What follows belongs to an exercise in optimizing a design on an open flow for small area, a short achievable clock period and few clock cycles per item; a production flow would make more cautious choices. RTL that was checked went through simulation tests only; none was proved equivalent to the original. No activity file was given, so power comes from the tool's default toggle rates.

==> v1: inputs <==
==> flow/design.v <==
module upb_freq_codec (
    input             clk,
    input             rst,           
    input             in_valid,
    output            in_ready,
    input      [3:0]  in_op,         
    input             in_layout,     
    input      [31:0] in_freq,
    input      [31:0] in_fcint,
    input      [31:0] in_fcfrac,
    input      [15:0] in_dreg0,
    input      [15:0] in_dreg1,
    output            out_valid,
    output     [3:0]  out_fcause,    
    output     [31:0] out_freq,
    output     [7:0]  out_fcint,
    output     [23:0] out_fcfrac,
    output     [15:0] out_dreg0,
    output     [15:0] out_dreg1
);
    localparam [31:0] F_MIN = 32'd775_000_000;
    localparam [31:0] F_MAX = 32'd1_100_000_000;
    reg          busy;       
    reg          mode;       
    reg  [2:0]   cnt;
    reg  [17:0]  rem;        
    reg  [31:0]  S;          
    reg          ov;
    reg  [2:0]   fc;
    assign in_ready = ~busy;
    assign out_valid = ov;
    assign out_fcause = {1'b0, fc};
    wire hz = (in_op == 4'hB);
    wire rh = (in_op == 4'hC);
    wire st = (in_op == 4'hD);
    wire rs = (in_op == 4'hE);
    wire freq_bad = (in_freq < F_MIN) || (in_freq > F_MAX);
    wire a_bad = (|in_fcint[31:6]) || (|in_fcfrac[31:19]);
    wire b_bad = (|in_fcint[31:8]) || (|in_fcfrac[31:24]);
    wire f_flt = hz & freq_bad;
    wire r_flt = (rh & a_bad) | (st & (in_layout ? a_bad : b_bad));
    wire ill   = ~(hz | rh | st | rs);
    wire go    = (hz & ~freq_bad) | (rh & ~a_bad);
    wire [31:0] p0_dec = {{31{1'b0}}, 1'b1} << in_fcfrac[4:0];
    wire [22:0] p0;
    assign p0[0] = |(p0_dec & 32'haaaaaaaa);
    assign p0[1] = |(p0_dec & 32'hcccccccc);
    assign p0[2] = |(p0_dec & 32'hf0f0f0f0);
    assign p0[3] = |(p0_dec & 32'h55aa55aa);
    assign p0[4] = |(p0_dec & 32'h993366cc);
    assign p0[5] = |(p0_dec & 32'h1e3c78f0);
    assign p0[6] = |(p0_dec & 32'hb56ad5aa);
    assign p0[7] = |(p0_dec & 32'hd9b366cc);
    assign p0[8] = |(p0_dec & 32'h1e3c78f0);
    assign p0[9] = |(p0_dec & 32'hb56ad5aa);
    assign p0[10] = |(p0_dec & 32'h264c9933);
    assign p0[11] = |(p0_dec & 32'h6d25b496);
    assign p0[12] = |(p0_dec & 32'h49b6d924);
    assign p0[13] = |(p0_dec & 32'h71c71e38);
    assign p0[14] = |(p0_dec & 32'h2b52b56a);
    assign p0[15] = |(p0_dec & 32'h4d9b264c);
    assign p0[16] = |(p0_dec & 32'h24b692da);
    assign p0[17] = |(p0_dec & 32'he38e71c6);
    assign p0[18] = |(p0_dec & 32'hb52b5a94);
    assign p0[19] = |(p0_dec & 32'h39cc6318);
    assign p0[20] = |(p0_dec & 32'h3e0f83e0);
    assign p0[21] = |(p0_dec & 32'hc00ffc00);
    assign p0[22] = |(p0_dec & 32'hfff00000);
    reg  [31:0] S_ld;
    always @(*) begin
        case ({in_op[1:0], in_layout})
            3'b110, 3'b111: S_ld = {in_freq[12], in_freq[11], in_freq[10], in_freq[9], in_freq[8], in_freq[7], in_freq[6], in_freq[5], in_freq[4], in_freq[3], in_freq[2], in_freq[1], in_freq[0], 1'b0, 1'b0, 1'b0, 1'b0, 1'b0, 1'b0, 1'b0, 1'b0, 1'b0, 1'b0, 1'b0, 1'b0, 1'b0, 1'b0, 1'b0, 1'b0, 1'b0, 1'b0, 1'b0};
            3'b000, 3'b001: S_ld = {in_fcfrac[9], in_fcfrac[8], in_fcfrac[7], in_fcfrac[6], in_fcfrac[5], in_fcfrac[14], in_fcfrac[13], in_fcfrac[12], in_fcfrac[11], in_fcfrac[10], in_fcint[0], in_fcfrac[18], in_fcfrac[17], in_fcfrac[16], in_fcfrac[15], in_fcint[5], in_fcint[4], in_fcint[3], in_fcint[2], in_fcint[1], 1'b0, 1'b0, 1'b0, 1'b0, 1'b0, 1'b0, 1'b0, p0[4], p0[3], p0[2], p0[1], p0[0]};
            3'b010:         S_ld = {in_fcfrac[9], in_fcfrac[8], in_fcfrac[7], in_fcfrac[6], in_fcfrac[5], in_fcfrac[14], in_fcfrac[13], in_fcfrac[12], in_fcfrac[11], in_fcfrac[10], in_fcint[0], in_fcfrac[18], in_fcfrac[17], in_fcfrac[16], in_fcfrac[15], in_fcint[5], in_fcint[4], in_fcint[3], in_fcint[2], in_fcint[1], in_fcint[7], in_fcint[6], in_fcfrac[23], in_fcfrac[22], in_fcfrac[21], in_fcfrac[20], in_fcfrac[19], in_fcfrac[4], in_fcfrac[3], in_fcfrac[2], in_fcfrac[1], in_fcfrac[0]};
            3'b011:         S_ld = {in_fcfrac[18], in_fcfrac[17], in_fcfrac[16], in_fcfrac[15], in_fcfrac[14], in_fcint[4], in_fcint[3], in_fcint[2], in_fcint[1], in_fcint[0], in_fcfrac[8], in_fcfrac[2], in_fcfrac[1], in_fcfrac[0], in_fcint[5], 1'b0, 1'b0, 1'b0, 1'b0, 1'b1, 1'b0, 1'b0, in_fcfrac[7], in_fcfrac[6], in_fcfrac[5], in_fcfrac[4], in_fcfrac[3], in_fcfrac[13], in_fcfrac[12], in_fcfrac[11], in_fcfrac[10], in_fcfrac[9]};
            3'b100:         S_ld = {in_dreg0[15], in_dreg0[14], in_dreg0[7], in_dreg0[6], in_dreg0[5], in_dreg0[4], in_dreg0[3], in_dreg0[13], in_dreg0[12], in_dreg0[11], in_dreg0[10], in_dreg0[9], in_dreg0[8], in_dreg0[2], in_dreg0[1], in_dreg0[0], in_dreg1[15], in_dreg1[14], in_dreg1[13], in_dreg1[12], in_dreg1[11], in_dreg1[10], in_dreg1[9], in_dreg1[8], in_dreg1[7], in_dreg1[6], in_dreg1[5], in_dreg1[4], in_dreg1[3], in_dreg1[2], in_dreg1[1], in_dreg1[0]};
            default:        S_ld = {1'b0, 1'b0, 1'b0, 1'b0, 1'b0, 1'b0, 1'b0, in_dreg1[15], in_dreg1[14], in_dreg1[13], in_dreg1[12], in_dreg1[11], in_dreg1[10], in_dreg1[9], in_dreg1[8], in_dreg1[7], in_dreg1[6], in_dreg1[5], in_dreg1[4], in_dreg1[3], in_dreg1[2], in_dreg1[1], in_dreg1[0], in_dreg0[8], in_dreg0[7], in_dreg0[6], in_dreg0[5], in_dreg0[4], in_dreg0[3], in_dreg0[2], in_dreg0[1], in_dreg0[0]};
        endcase
    end
    wire [17:0] rem_ld = in_op[0] ? in_freq[30:13] : p0[22:5];
    wire [22:0] T  = {rem, S[31:27]};
    wire [5:0]  tt = T[22:17];
    wire [16:0] tu = T[16:0];
    wire [63:0] jlo_dec = {{63{1'b0}}, 1'b1} << tt;
    wire [4:0] jlo;
    assign jlo[0] = |(jlo_dec & 64'h1b64d936c9b26c);
    assign jlo[1] = |(jlo_dec & 64'h1c78e1c70e3c70);
    assign jlo[2] = |(jlo_dec & 64'h1f80fe07f03f80);
    assign jlo[3] = |(jlo_dec & 64'h1fff0007ffc000);
    assign jlo[4] = |(jlo_dec & 64'h1ffffff8000000);
    wire [63:0] jhi_dec = {{63{1'b0}}, 1'b1} << tt;
    wire [4:0] jhi;
    assign jhi[0] = |(jhi_dec & 64'hfffc9b26c9364d93);
    assign jhi[1] = |(jhi_dec & 64'h1f1c38f1c78e1c);
    assign jhi[2] = |(jhi_dec & 64'h1fe03f01f80fe0);
    assign jhi[3] = |(jhi_dec & 64'h1fffc001fff000);
    assign jhi[4] = |(jhi_dec & 64'h1ffffffe000000);
    wire [63:0] ra_dec = {{63{1'b0}}, 1'b1} << tt;
    wire [17:0] ra;
    assign ra[0] = |(ra_dec & 64'h1b64d936c9b26c);
    assign ra[1] = |(ra_dec & 64'h71c38f1c78e1c);
    assign ra[2] = |(ra_dec & 64'hfc07f03f81fc);
    assign ra[3] = |(ra_dec & 64'h1b6726c6c9cd90);
    assign ra[4] = |(ra_dec & 64'h71ce1ce38438c);
    assign ra[5] = |(ra_dec & 64'h1f03e03e07c07c);
    assign ra[6] = |(ra_dec & 64'h464c6c8c98d90);
    assign ra[7] = |(ra_dec & 64'h31c21c638438c);
    assign ra[8] = |(ra_dec & 64'h1f03e03e07c07c);
    assign ra[9] = |(ra_dec & 64'h464c6c8c98d90);
    assign ra[10] = |(ra_dec & 64'h31c21c638438c);
    assign ra[11] = |(ra_dec & 64'h4673908ce7210);
    assign ra[12] = |(ra_dec & 64'h31ce739c6318c);
    assign ra[13] = |(ra_dec & 64'hfc1f07c1f07c);
    assign ra[14] = |(ra_dec & 64'h498d9c909bd90);
    assign ra[15] = |(ra_dec & 64'h38438c738738c);
    assign ra[16] = |(ra_dec & 64'h4e72109ce4210);
    assign ra[17] = |(ra_dec & 64'h125294a4a5294a);
    wire [63:0] rb_dec = {{63{1'b0}}, 1'b1} << tt;
    wire [18:0] rb;
    assign rb[0] = |(rb_dec & 64'hffe49b26c9364d93);
    assign rb[1] = |(rb_dec & 64'hffe3871e38f1c38f);
    assign rb[2] = |(rb_dec & 64'hffe07f01f80fc07f);
    assign rb[3] = |(rb_dec & 64'h49bd93136726c);
    assign rb[4] = |(rb_dec & 64'hffe38738f70e31e3);
    assign rb[5] = |(rb_dec & 64'hffff80f80f01f01f);
    assign rb[6] = |(rb_dec & 64'h1b1b213636426c);
    assign rb[7] = |(rb_dec & 64'hfff88718f10e31e3);
    assign rb[8] = |(rb_dec & 64'hffe780f80f01f01f);
    assign rb[9] = |(rb_dec & 64'h1b1b213636426c);
    assign rb[10] = |(rb_dec & 64'hfff88718f10e31e3);
    assign rb[11] = |(rb_dec & 64'h31bdec637bd8c);
    assign rb[12] = |(rb_dec & 64'hfff88739cef18c63);
    assign rb[13] = |(rb_dec & 64'hfff87f07c1f07c1f);
    assign rb[14] = |(rb_dec & 64'h36426f6c64e6c);
    assign rb[15] = |(rb_dec & 64'hfff8e31e31ce3de3);
    assign rb[16] = |(rb_dec & 64'h37bd8c6f7b18c);
    assign rb[17] = |(rb_dec & 64'h16d6b5adad6b5a);
    assign rb[18] = |(rb_dec & 64'hffffffffffffffff);
    wire [18:0] da  = {1'b0, ra} + {2'b0, tu};
    wire [18:0] db  = rb + {2'b0, tu};
    wire        bge = ~db[18];
    wire [4:0]  dq  = bge ? jhi : jlo;
    wire [17:0] dr  = bge ? db[17:0] : da[17:0];
    wire [31:0] md_dec = {{31{1'b0}}, 1'b1} << S[31:27];
    wire [22:0] md;
    assign md[0] = |(md_dec & 32'haaaaaaaa);
    assign md[1] = |(md_dec & 32'hcccccccc);
    assign md[2] = |(md_dec & 32'hf0f0f0f0);
    assign md[3] = |(md_dec & 32'h55aa55aa);
    assign md[4] = |(md_dec & 32'h993366cc);
    assign md[5] = |(md_dec & 32'h1e3c78f0);
    assign md[6] = |(md_dec & 32'hb56ad5aa);
    assign md[7] = |(md_dec & 32'hd9b366cc);
    assign md[8] = |(md_dec & 32'h1e3c78f0);
    assign md[9] = |(md_dec & 32'hb56ad5aa);
    assign md[10] = |(md_dec & 32'hd9b366cc);
    assign md[11] = |(md_dec & 32'hb496d25a);
    assign md[12] = |(md_dec & 32'hd9249b6c);
    assign md[13] = |(md_dec & 32'he1c71c70);
    assign md[14] = |(md_dec & 32'hab52b52a);
    assign md[15] = |(md_dec & 32'hcd9b264c);
    assign md[16] = |(md_dec & 32'ha4b692da);
    assign md[17] = |(md_dec & 32'h638e71c6);
    assign md[18] = |(md_dec & 32'hb52b5a94);
    assign md[19] = |(md_dec & 32'h39cc6318);
    assign md[20] = |(md_dec & 32'h3e0f83e0);
    assign md[21] = |(md_dec & 32'hc00ffc00);
    assign md[22] = |(md_dec & 32'hfff00000);
    wire [22:0] ms = {5'd0, rem} + md;
    wire last = (cnt == 3'd7);
    always @(posedge clk) begin
        if (rst) begin
            busy <= 1'b0;
            ov   <= 1'b0;
        end else if (busy) begin
            ov <= last;
            if (last) busy <= 1'b0;
        end else begin
            ov   <= in_valid & ~go;
            busy <= in_valid & go;
        end
    end
    always @(posedge clk) begin
        if (busy) begin
            cnt <= cnt + 3'd1;
            rem <= mode ? dr : ms[22:5];
            S   <= {S[26:0], mode ? dq : ms[4:0]};
        end else begin
            mode <= in_op[0];
            cnt  <= in_op[0] ? 3'd3 : 3'd4;
            fc   <= {f_flt | r_flt, ill | f_flt | r_flt, r_flt};
            rem  <= rem_ld;
            S    <= S_ld;
        end
    end
    assign {out_fcint, out_fcfrac} = {S[31], S[30], S[24], S[23], S[22], S[21], S[20], S[19], S[29], S[28], S[27], S[26], S[25], S[18], S[17], S[16], S[15], S[14], S[13], S[12], S[11], S[10], S[9], S[8], S[7], S[6], S[5], S[4], S[3], S[2], S[1], S[0]};
    assign {out_dreg0, out_dreg1}  = {S[11], S[10], S[16], S[15], S[14], S[13], S[12], S[21], S[9], S[8], S[7], S[6], S[5], S[20], S[19], S[18], S[17], S[26], S[25], S[24], S[23], S[22], S[31], S[30], S[29], S[28], S[27], S[4], S[3], S[2], S[1], S[0]};
    assign out_freq = {1'b0, rem, S[4:0], S[9:5], S[14:12]};    
endmodule
==> flow/flow/run.sh <==
#!/bin/bash
# Standard ORFS layout (standard.sh), with the port buffers made of the smallest buffer
# and timing repair aiming below the clock period. Each step's output goes to its own log.
set -euo pipefail
export BUFFER_PORTS_ARGS="-buffer_cell sky130_fd_sc_hd__buf_1"
if [[ -f flow/margin.txt ]]; then export SETUP_SLACK_MARGIN=$(cat flow/margin.txt); fi
bash standard.sh synth > synth.log 2>&1
bash standard.sh floorplan > floorplan.log 2>&1
bash standard.sh place > place.log 2>&1
bash standard.sh cts > cts.log 2>&1
bash standard.sh route > route.log 2>&1
bash standard.sh finish > finish.log 2>&1
==> flow/flow/margin.txt <==
7
==> flow/standard.sh <==
#!/bin/bash
# synth_recipe.tcl (not shown) runs the flow's synth.tcl, then flattens the netlist and writes it again
# the make line also repeats each setting of config.mk as NAME=value (left out here)
make -C /OpenROAD-flow-scripts/flow DESIGN_CONFIG=/design/flow/config.mk WORK_HOME=/design/flow/orfs CLKGATE_MAP_FILE= SYNTH_SCRIPT=/design/flow/synth_recipe.tcl "${@:-finish}"
==> flow/config.mk <==
export PLATFORM = sky130hd
export DESIGN_NAME = upb_freq_codec
export DESIGN_NICKNAME = upb_freq_codec
export VERILOG_FILES = /design/flow/design.v
export SDC_FILE = /design/flow/constraint.sdc
export NUM_CORES = 4
export LEC_CHECK = 0
export CAP_MARGIN = 20
export CORE_MARGIN = 2
export CORE_UTILIZATION = 40
export SLEW_MARGIN = 20
==> flow/constraint.sdc <==
create_clock -name core_clock -period 11.0 [get_ports {clk}]
set_input_delay 2.2000 -clock core_clock [delete_from_list [all_inputs] [get_ports {clk}]]
set_output_delay 2.2000 -clock core_clock [all_outputs]
set_load 0.01 [all_outputs]
==> inputs of v22, as changes to v1 <==
--- a/flow/design.v
+++ b/flow/design.v
@@ -19,9 +19,10 @@
     output     [15:0] out_dreg1
 );
+    localparam [17:0] D     = 18'd215625;
     localparam [31:0] F_MIN = 32'd775_000_000;
     localparam [31:0] F_MAX = 32'd1_100_000_000;
     reg          busy;       
     reg          mode;       
-    reg  [2:0]   cnt;
+    reg  [3:0]   cnt;
     reg  [17:0]  rem;        
     reg  [31:0]  S;          
@@ -71,7 +72,7 @@
         case ({in_op[1:0], in_layout})
             3'b110, 3'b111: S_ld = {in_freq[12], in_freq[11], in_freq[10], in_freq[9], in_freq[8], in_freq[7], in_freq[6], in_freq[5], in_freq[4], in_freq[3], in_freq[2], in_freq[1], in_freq[0], 1'b0, 1'b0, 1'b0, 1'b0, 1'b0, 1'b0, 1'b0, 1'b0, 1'b0, 1'b0, 1'b0, 1'b0, 1'b0, 1'b0, 1'b0, 1'b0, 1'b0, 1'b0, 1'b0};
-            3'b000, 3'b001: S_ld = {in_fcfrac[9], in_fcfrac[8], in_fcfrac[7], in_fcfrac[6], in_fcfrac[5], in_fcfrac[14], in_fcfrac[13], in_fcfrac[12], in_fcfrac[11], in_fcfrac[10], in_fcint[0], in_fcfrac[18], in_fcfrac[17], in_fcfrac[16], in_fcfrac[15], in_fcint[5], in_fcint[4], in_fcint[3], in_fcint[2], in_fcint[1], 1'b0, 1'b0, 1'b0, 1'b0, 1'b0, 1'b0, 1'b0, p0[4], p0[3], p0[2], p0[1], p0[0]};
-            3'b010:         S_ld = {in_fcfrac[9], in_fcfrac[8], in_fcfrac[7], in_fcfrac[6], in_fcfrac[5], in_fcfrac[14], in_fcfrac[13], in_fcfrac[12], in_fcfrac[11], in_fcfrac[10], in_fcint[0], in_fcfrac[18], in_fcfrac[17], in_fcfrac[16], in_fcfrac[15], in_fcint[5], in_fcint[4], in_fcint[3], in_fcint[2], in_fcint[1], in_fcint[7], in_fcint[6], in_fcfrac[23], in_fcfrac[22], in_fcfrac[21], in_fcfrac[20], in_fcfrac[19], in_fcfrac[4], in_fcfrac[3], in_fcfrac[2], in_fcfrac[1], in_fcfrac[0]};
-            3'b011:         S_ld = {in_fcfrac[18], in_fcfrac[17], in_fcfrac[16], in_fcfrac[15], in_fcfrac[14], in_fcint[4], in_fcint[3], in_fcint[2], in_fcint[1], in_fcint[0], in_fcfrac[8], in_fcfrac[2], in_fcfrac[1], in_fcfrac[0], in_fcint[5], 1'b0, 1'b0, 1'b0, 1'b0, 1'b1, 1'b0, 1'b0, in_fcfrac[7], in_fcfrac[6], in_fcfrac[5], in_fcfrac[4], in_fcfrac[3], in_fcfrac[13], in_fcfrac[12], in_fcfrac[11], in_fcfrac[10], in_fcfrac[9]};
+            3'b000, 3'b001: S_ld = {p0[4], p0[3], p0[2], p0[1], p0[0], 1'b0, 1'b0, 1'b0, 1'b0, 1'b0, 1'b0, 1'b0, in_fcint[5], in_fcint[4], in_fcint[3], in_fcint[2], in_fcint[1], in_fcint[0], in_fcfrac[18], in_fcfrac[17], in_fcfrac[16], in_fcfrac[15], in_fcfrac[14], in_fcfrac[13], in_fcfrac[12], in_fcfrac[11], in_fcfrac[10], in_fcfrac[9], in_fcfrac[8], in_fcfrac[7], in_fcfrac[6], in_fcfrac[5]};
+            3'b010:         S_ld = {in_fcint[7], in_fcint[6], in_fcfrac[23], in_fcfrac[22], in_fcfrac[21], in_fcfrac[20], in_fcfrac[19], in_fcfrac[4], in_fcfrac[3], in_fcfrac[2], in_fcfrac[1], in_fcfrac[0], in_fcint[5], in_fcint[4], in_fcint[3], in_fcint[2], in_fcint[1], in_fcint[0], in_fcfrac[18], in_fcfrac[17], in_fcfrac[16], in_fcfrac[15], in_fcfrac[14], in_fcfrac[13], in_fcfrac[12], in_fcfrac[11], in_fcfrac[10], in_fcfrac[9], in_fcfrac[8], in_fcfrac[7], in_fcfrac[6], in_fcfrac[5]};
+            3'b011:         S_ld = {1'b0, 1'b0, in_fcfrac[7], in_fcfrac[6], in_fcfrac[5], in_fcfrac[4], in_fcfrac[3], in_fcfrac[13], in_fcfrac[12], in_fcfrac[11], in_fcfrac[10], in_fcfrac[9], 1'b0, 1'b0, 1'b0, 1'b0, 1'b1, in_fcfrac[8], in_fcfrac[2], in_fcfrac[1], in_fcfrac[0], in_fcint[5], in_fcint[4], in_fcint[3], in_fcint[2], in_fcint[1], in_fcint[0], in_fcfrac[18], in_fcfrac[17], in_fcfrac[16], in_fcfrac[15], in_fcfrac[14]};
             3'b100:         S_ld = {in_dreg0[15], in_dreg0[14], in_dreg0[7], in_dreg0[6], in_dreg0[5], in_dreg0[4], in_dreg0[3], in_dreg0[13], in_dreg0[12], in_dreg0[11], in_dreg0[10], in_dreg0[9], in_dreg0[8], in_dreg0[2], in_dreg0[1], in_dreg0[0], in_dreg1[15], in_dreg1[14], in_dreg1[13], in_dreg1[12], in_dreg1[11], in_dreg1[10], in_dreg1[9], in_dreg1[8], in_dreg1[7], in_dreg1[6], in_dreg1[5], in_dreg1[4], in_dreg1[3], in_dreg1[2], in_dreg1[1], in_dreg1[0]};
             default:        S_ld = {1'b0, 1'b0, 1'b0, 1'b0, 1'b0, 1'b0, 1'b0, in_dreg1[15], in_dreg1[14], in_dreg1[13], in_dreg1[12], in_dreg1[11], in_dreg1[10], in_dreg1[9], in_dreg1[8], in_dreg1[7], in_dreg1[6], in_dreg1[5], in_dreg1[4], in_dreg1[3], in_dreg1[2], in_dreg1[1], in_dreg1[0], in_dreg0[8], in_dreg0[7], in_dreg0[6], in_dreg0[5], in_dreg0[4], in_dreg0[3], in_dreg0[2], in_dreg0[1], in_dreg0[0]};
@@ -79,6 +80,6 @@
     end
     wire [17:0] rem_ld = in_op[0] ? in_freq[30:13] : p0[22:5];
-    wire [22:0] T  = {rem, S[31:27]};
-    wire [5:0]  tt = T[22:17];
+    wire [22:0] T = {rem, S[31:27]};
+    wire [5:0] tt = T[22:17];
     wire [16:0] tu = T[16:0];
     wire [63:0] jlo_dec = {{63{1'b0}}, 1'b1} << tt;
@@ -89,11 +90,4 @@
     assign jlo[3] = |(jlo_dec & 64'h1fff0007ffc000);
     assign jlo[4] = |(jlo_dec & 64'h1ffffff8000000);
-    wire [63:0] jhi_dec = {{63{1'b0}}, 1'b1} << tt;
-    wire [4:0] jhi;
-    assign jhi[0] = |(jhi_dec & 64'hfffc9b26c9364d93);
-    assign jhi[1] = |(jhi_dec & 64'h1f1c38f1c78e1c);
-    assign jhi[2] = |(jhi_dec & 64'h1fe03f01f80fe0);
-    assign jhi[3] = |(jhi_dec & 64'h1fffc001fff000);
-    assign jhi[4] = |(jhi_dec & 64'h1ffffffe000000);
     wire [63:0] ra_dec = {{63{1'b0}}, 1'b1} << tt;
     wire [17:0] ra;
@@ -137,10 +131,17 @@
     assign rb[17] = |(rb_dec & 64'h16d6b5adad6b5a);
     assign rb[18] = |(rb_dec & 64'hffffffffffffffff);
-    wire [18:0] da  = {1'b0, ra} + {2'b0, tu};
-    wire [18:0] db  = rb + {2'b0, tu};
+    wire [18:0] da = {1'b0, ra} + {2'b0, tu};
+    wire [18:0] db = rb + {2'b0, tu};
     wire        bge = ~db[18];
-    wire [4:0]  dq  = bge ? jhi : jlo;
-    wire [17:0] dr  = bge ? db[17:0] : da[17:0];
-    wire [31:0] md_dec = {{31{1'b0}}, 1'b1} << S[31:27];
+    wire [63:0] jhi_dec = {{63{1'b0}}, 1'b1} << tt;
+    wire [4:0] jhi;
+    assign jhi[0] = |(jhi_dec & 64'hfffc9b26c9364d93);
+    assign jhi[1] = |(jhi_dec & 64'h1f1c38f1c78e1c);
+    assign jhi[2] = |(jhi_dec & 64'h1fe03f01f80fe0);
+    assign jhi[3] = |(jhi_dec & 64'h1fffc001fff000);
+    assign jhi[4] = |(jhi_dec & 64'h1ffffffe000000);
+    wire [4:0] dq = bge ? jhi : jlo;
+    wire [17:0] dr = bge ? db[17:0] : da[17:0];
+    wire [31:0] md_dec = {{31{1'b0}}, 1'b1} << S[4:0];
     wire [22:0] md;
     assign md[0] = |(md_dec & 32'haaaaaaaa);
@@ -168,5 +169,5 @@
     assign md[22] = |(md_dec & 32'hfff00000);
     wire [22:0] ms = {5'd0, rem} + md;
-    wire last = (cnt == 3'd7);
+    wire last = (cnt == 4'd15);
     always @(posedge clk) begin
         if (rst) begin
@@ -183,10 +184,15 @@
     always @(posedge clk) begin
         if (busy) begin
-            cnt <= cnt + 3'd1;
-            rem <= mode ? dr : ms[22:5];
-            S   <= {S[26:0], mode ? dq : ms[4:0]};
+            cnt <= cnt + 4'd1;
+            if (mode) begin
+                rem <= dr;
+                S   <= {S[26:0], dq};
+            end else begin
+                rem <= ms[22:5];
+                S   <= {ms[4:0], S[31:5]};
+            end
         end else begin
             mode <= in_op[0];
-            cnt  <= in_op[0] ? 3'd3 : 3'd4;
+            cnt  <= in_op[0] ? 4'd11 : 4'd12;
             fc   <= {f_flt | r_flt, ill | f_flt | r_flt, r_flt};
             rem  <= rem_ld;
@@ -195,5 +201,5 @@
     end
     assign {out_fcint, out_fcfrac} = {S[31], S[30], S[24], S[23], S[22], S[21], S[20], S[19], S[29], S[28], S[27], S[26], S[25], S[18], S[17], S[16], S[15], S[14], S[13], S[12], S[11], S[10], S[9], S[8], S[7], S[6], S[5], S[4], S[3], S[2], S[1], S[0]};
-    assign {out_dreg0, out_dreg1}  = {S[11], S[10], S[16], S[15], S[14], S[13], S[12], S[21], S[9], S[8], S[7], S[6], S[5], S[20], S[19], S[18], S[17], S[26], S[25], S[24], S[23], S[22], S[31], S[30], S[29], S[28], S[27], S[4], S[3], S[2], S[1], S[0]};
-    assign out_freq = {1'b0, rem, S[4:0], S[9:5], S[14:12]};    
+    assign {out_dreg0, out_dreg1}  = {S[31], S[30], S[19], S[18], S[17], S[16], S[15], S[14], S[29], S[28], S[27], S[26], S[25], S[13], S[12], S[11], S[10], S[9], S[8], S[7], S[6], S[5], S[4], S[3], S[2], S[1], S[0], S[24], S[23], S[22], S[21], S[20]};
+    assign out_freq = {1'b0, rem[17:0], S[31:19]};
 endmodule
CORE_UTILIZATION = 50   (was 40)
removed: flow/flow/margin.txt
==> notes.md <==
v1 completed with no timing, DRC or antenna violations. v22 ran to the end with no violations. Against v22, the non-clock buffer count of v1 is higher by 71. Between v22 and v1, the lower power is in v22 (gap 14%, measured against v1). Of v22 and v1, v1 has the higher die area (gap 16%, measured against v1). Against v1, the clock power of v22 is higher by 13%. Against v22, the worst setup slack of v1 is better by 1200 ps.
==> figures <==
quantity                                                  v22          v1
Post-placement cell area                           0.0112 mm²  0.0109 mm²
Worst setup path startpoint                           rem[15]     rem[14]
Chip width                                             151 µm      164 µm
Yosys top cell area share                               0.104       0.107
Layout cell share with drive strength beyond 1         0.0502       0.146
Fraction of standard cell area that is sequential       0.108      0.0978
Run status                   no timing/DRC/antenna violations  no timing/DRC/antenna violations
Largest fanout on the critical path                        85          13
First-pass iteration count of the detailed router           6          14
Power attributed to sequential cells                 0.281 mW    0.277 mW
Critical register-to-register path startpoint         rem[15]     rem[14]
Register bit count reported by yosys                       60          59
Testbench counts of v1, summed over its fixed seeds: cycles 10,079, items 2,400.
The RTL of v22 was laid out without a check of its function.

## what the ideal ports hide
No port has a modelled driver above. Below, the same layouts with a new extraction and two added sets of constraints. Step 1 (the two cells are an assumption about what drives the block):
set clk [get_ports {clk}]
set_driving_cell -lib_cell sky130_fd_sc_hd__clkbuf_16 $clk
set_driving_cell -lib_cell sky130_fd_sc_hd__buf_2 [delete_from_list [all_inputs] $clk]
Step 2 adds t to the input delays and takes it off the output delays; t is the mean of the earliest and latest rising clock arrival at the registers after step 1. Input paths then give back, and output paths get back, about the clock's delay inside the block. a / b / c = ideal / step 1 / step 2; a / b = the first two.
| run | t (ns) | setup WS [ns] | worst hold slack (ns) |
|---|---|---|---|
| v1 | 0.382 | 6.856 / 6.856 / 6.688 | 0.448 / 0.448 / 0.448 |
| v22 | 0.400 | 5.613 / 5.613 / 5.613 | 0.481 / 0.481 / 0.481 |
After both steps every run listed still meets setup and hold. The setup slack of v1, which loses most, moves by 0.000 ns with the drivers and by -0.168 ns with both steps.
